Context: an optimization exercise on an open-source flow, tuned for small area, a short achievable clock period and few clock cycles. The choices shown serve that exercise and are no tape-out recipe.
RTL that was checked went through simulation tests only; none was proved equivalent to the original.
Power is estimated from default activity; no workload was simulated.

==> flow/design.v (excerpt) <==
module crc16_walk (
    input  wire        clk,
    input  wire        rst,         
    input  wire        cmd_valid,
    input  wire [31:0] cmd,
    output wire        cmd_ready,
    output wire [31:0] rsp
);
    localparam [15:0] CRC_SEED = 16'hAAAA;
    localparam [15:0] CRC_FB   = 16'hAAAA;
    localparam [7:0]  XSEED    = 8'hAA;
    localparam [3:0] ERR_OP  = 4'd1;
    localparam [3:0] ERR_RSV = 4'd2;
    localparam [3:0] ERR_REG = 4'd3;
    localparam [3:0] ERR_VAL = 4'd4;
    localparam [3:0] ERR_ADR = 4'd5;
    localparam [3:0] ERR_POS = 4'd6;
    localparam [1:0] M_CRC = 2'd0;
    localparam [1:0] M_ENC = 2'd1;
    localparam [1:0] M_DEC = 2'd2;
    function [7:0] rotl8(input [7:0] v, input [2:0] n);
        rotl8 = (v << n) | (v >> (4'd8 - {1'b0, n}));
    endfunction
    function [7:0] rotr8(input [7:0] v, input [2:0] n);
        rotr8 = (v >> n) | (v << (4'd8 - {1'b0, n}));
    endfunction
    function [15:0] crc_byte(input [15:0] r0, input [7:0] b);
        reg [15:0] r;
        integer i;
        begin
            r = r0;
            for (i = 7; i >= 0; i = i - 1)
                r = (r[15] ^ b[i]) ? ({r[14:0], 1'b0} ^ CRC_FB) : {r[14:0], 1'b0};
            crc_byte = r;
        end
    endfunction
    function [383:0] crcmat1(input integer unused);
        integer p, i;
        reg [15:0] v;
        begin
            crcmat1 = 384'd0;
            for (p = 0; p < 24; p = p + 1) begin
                v = (p < 16) ? crc_byte(16'd1 << p, 8'd0) : crc_byte(16'd0, 8'd1 << (p - 16));
                for (i = 0; i < 16; i = i + 1)
                    crcmat1[i*24 + p] = v[i];
            end
        end
    endfunction
    function [767:0] crcmat4(input integer unused);
        integer p, i;
        reg [15:0] v;
        reg [31:0] d;
        begin
            crcmat4 = 768'd0;
            for (p = 0; p < 48; p = p + 1) begin
                d = (p < 16) ? 32'd0 : (32'd1 << (p - 16));
                v = crc_byte(crc_byte(crc_byte(crc_byte((p < 16) ? (16'd1 << p) : 16'd0,
                        d[7:0]), d[15:8]), d[23:16]), d[31:24]);
                for (i = 0; i < 16; i = i + 1)
                    crcmat4[i*48 + p] = v[i];
            end
        end
    endfunction
    localparam [383:0] CM1 = crcmat1(0);
    localparam [767:0] CM4 = crcmat4(0);
    function [15:0] crc1x(input [15:0] r, input [7:0] b);
        integer i;
  ...
Size in the first run: ~3000 flip-flops, roughly 68 I/O pins.
export LEC_CHECK = 0
export CAP_MARGIN = 20
export CORE_MARGIN = 2
export CORE_UTILIZATION = 48
export SLEW_MARGIN = 20
create_clock -name core_clock -period 16.0 [get_ports {clk}]
standard.sh (not shown) runs the stock make flow with config.mk's settings and CLKGATE_MAP_FILE= SYNTH_SCRIPT=/design/flow/synth_recipe.tcl, a recipe that flattens the netlist after the stock synthesis.
==> flow/flow/run.sh <==
#!/bin/bash
# Standard synthesis, then the standard layout (standard.sh) with:
# - buf_4 as the port buffer;
# - a clock tree of clkbuf_8 with sinks clustered 12 at most, 60 um across.
# CORE_UTILIZATION comes from config.mk through config.mk.
set -euo pipefail
bash standard.sh synth > synth.log 2>&1
bash standard.sh SETUP_SLACK_MARGIN=10.65 MATCH_CELL_FOOTPRINT=0 \
    "BUFFER_PORTS_ARGS=-buffer_cell sky130_fd_sc_hd__buf_4" \
    CTS_BUF_LIST=sky130_fd_sc_hd__clkbuf_8 CTS_CLUSTER_SIZE=12 CTS_CLUSTER_DIAMETER=60 \
    finish > layout.log 2>&1
Testbench counts at the start, summed over its fixed seeds: cycles 28,994.
Edit:
--- a/flow/flow/run.sh
+++ b/flow/flow/run.sh
@@ -7,3 +7,3 @@
 bash standard.sh synth > synth.log 2>&1
-bash standard.sh SETUP_SLACK_MARGIN=10.65 MATCH_CELL_FOOTPRINT=0 \
+bash standard.sh SETUP_SLACK_MARGIN=10.5 MATCH_CELL_FOOTPRINT=0 \
     "BUFFER_PORTS_ARGS=-buffer_cell sky130_fd_sc_hd__buf_4" \
Settings changed: CORE_UTILIZATION 48 to 45.
After rerunning: Die area grows by 6.6%; critical path depth shrinks by 1; combinational power stays flat; total power shrinks by 0.61%; worst setup slack got worse by 0.057 ns; wire length grows by 0.64%.
Edit:
--- a/flow/flow/run.sh
+++ b/flow/flow/run.sh
@@ -7,3 +7,3 @@
 bash standard.sh synth > synth.log 2>&1
-bash standard.sh SETUP_SLACK_MARGIN=10.5 MATCH_CELL_FOOTPRINT=0 \
+bash standard.sh SETUP_SLACK_MARGIN=10.8 MATCH_CELL_FOOTPRINT=0 \
     "BUFFER_PORTS_ARGS=-buffer_cell sky130_fd_sc_hd__buf_4" \
Outcome: Synthesized area does not change. Cell area grows by a few percent. Register-to-register slack gets better by 0.14 ns. Power grows slightly. Critical path depth grows by 1. Fmax grows by a few percent.

* * *

crc16_walk, a different RTL version from the one above (not shown whole).
Size: ~8500 cells after synthesis, roughly 2900 flip-flops, ~68 I/O pins, ~0.12 mm2 of cells after synthesis.
==> flow/config.mk <==
export PLATFORM = sky130hd
export DESIGN_NAME = crc16_walk
export DESIGN_NICKNAME = crc16_walk
export VERILOG_FILES = /design/flow/design.v
export SDC_FILE = /design/flow/constraint.sdc
export NUM_CORES = 4
export LEC_CHECK = 0
export CAP_MARGIN = 20
export CORE_MARGIN = 2
export CORE_UTILIZATION = 40
export SLEW_MARGIN = 20
==> flow/constraint.sdc <==
create_clock -name core_clock -period 16.0 [get_ports {clk}]
set_input_delay 3.2000 -clock core_clock [delete_from_list [all_inputs] [get_ports {clk}]]
set_output_delay 3.2000 -clock core_clock [all_outputs]
set_load 0.01 [all_outputs]
==> flow/flow/run.sh <==
#!/bin/bash
set -euo pipefail
bash standard.sh synth > synth.log 2>&1
bash standard.sh SETUP_SLACK_MARGIN=10 MATCH_CELL_FOOTPRINT=0 \
    "BUFFER_PORTS_ARGS=-buffer_cell sky130_fd_sc_hd__buf_4" finish > layout.log 2>&1
==> next run, changes <==
==> flow/flow/run.sh (replaced) <==
#!/bin/bash
set -euo pipefail
bash standard.sh synth > synth.log 2>&1
bash standard.sh SETUP_SLACK_MARGIN=10 finish > layout.log 2>&1
Wire length increases by 2.6%.
Hold slack is better by 4.3 ps.
Critical path depth shrinks by 1.
Die area is unchanged.
Flip-flop and latch count is unchanged.
Total power is about the same.
Core utilization rose by 0.43 points.
Area after synthesis is unchanged.
No functional check of the RTL was part of any run of this note.

what the ideal ports hide:
In the flow no input, the clock included, has a driving cell. The finished layouts below were timed again as built, in two steps. Step 1, drivers: a clkbuf_16 drives clk and a buf_2 each remaining input, both assumed. Step 2 also shifts input and output timing later by t, the mid clock arrival at the registers, as if the neighbouring blocks saw the same clock. Three values: ideal, step 1, step 2; two values: the first two.
run	t, ns	slack for setup (ns)	hold WS [ns]
the first run of note 1	1.113	10.401 / 10.278 / 9.165	0.342 / 0.342 / 0.342
the second run of note 1	1.143	10.344 / 10.420 / 9.277	0.289 / 0.289 / 0.289
the third run of note 1	1.155	10.568 / 10.560 / 9.405	0.332 / 0.332 / 0.332
the first run of note 2	1.020	9.724 / 9.674 / 8.654	0.326 / 0.326 / 0.326
the second run of note 2	1.044	9.589 / 9.623 / 8.579	0.330 / 0.330 / 0.330
After both steps setup and hold are still met in every run listed. For the first run of note 1, which loses most, drivers alone change the setup slack by -0.123 ns; drivers and shift together by -1.236 ns.
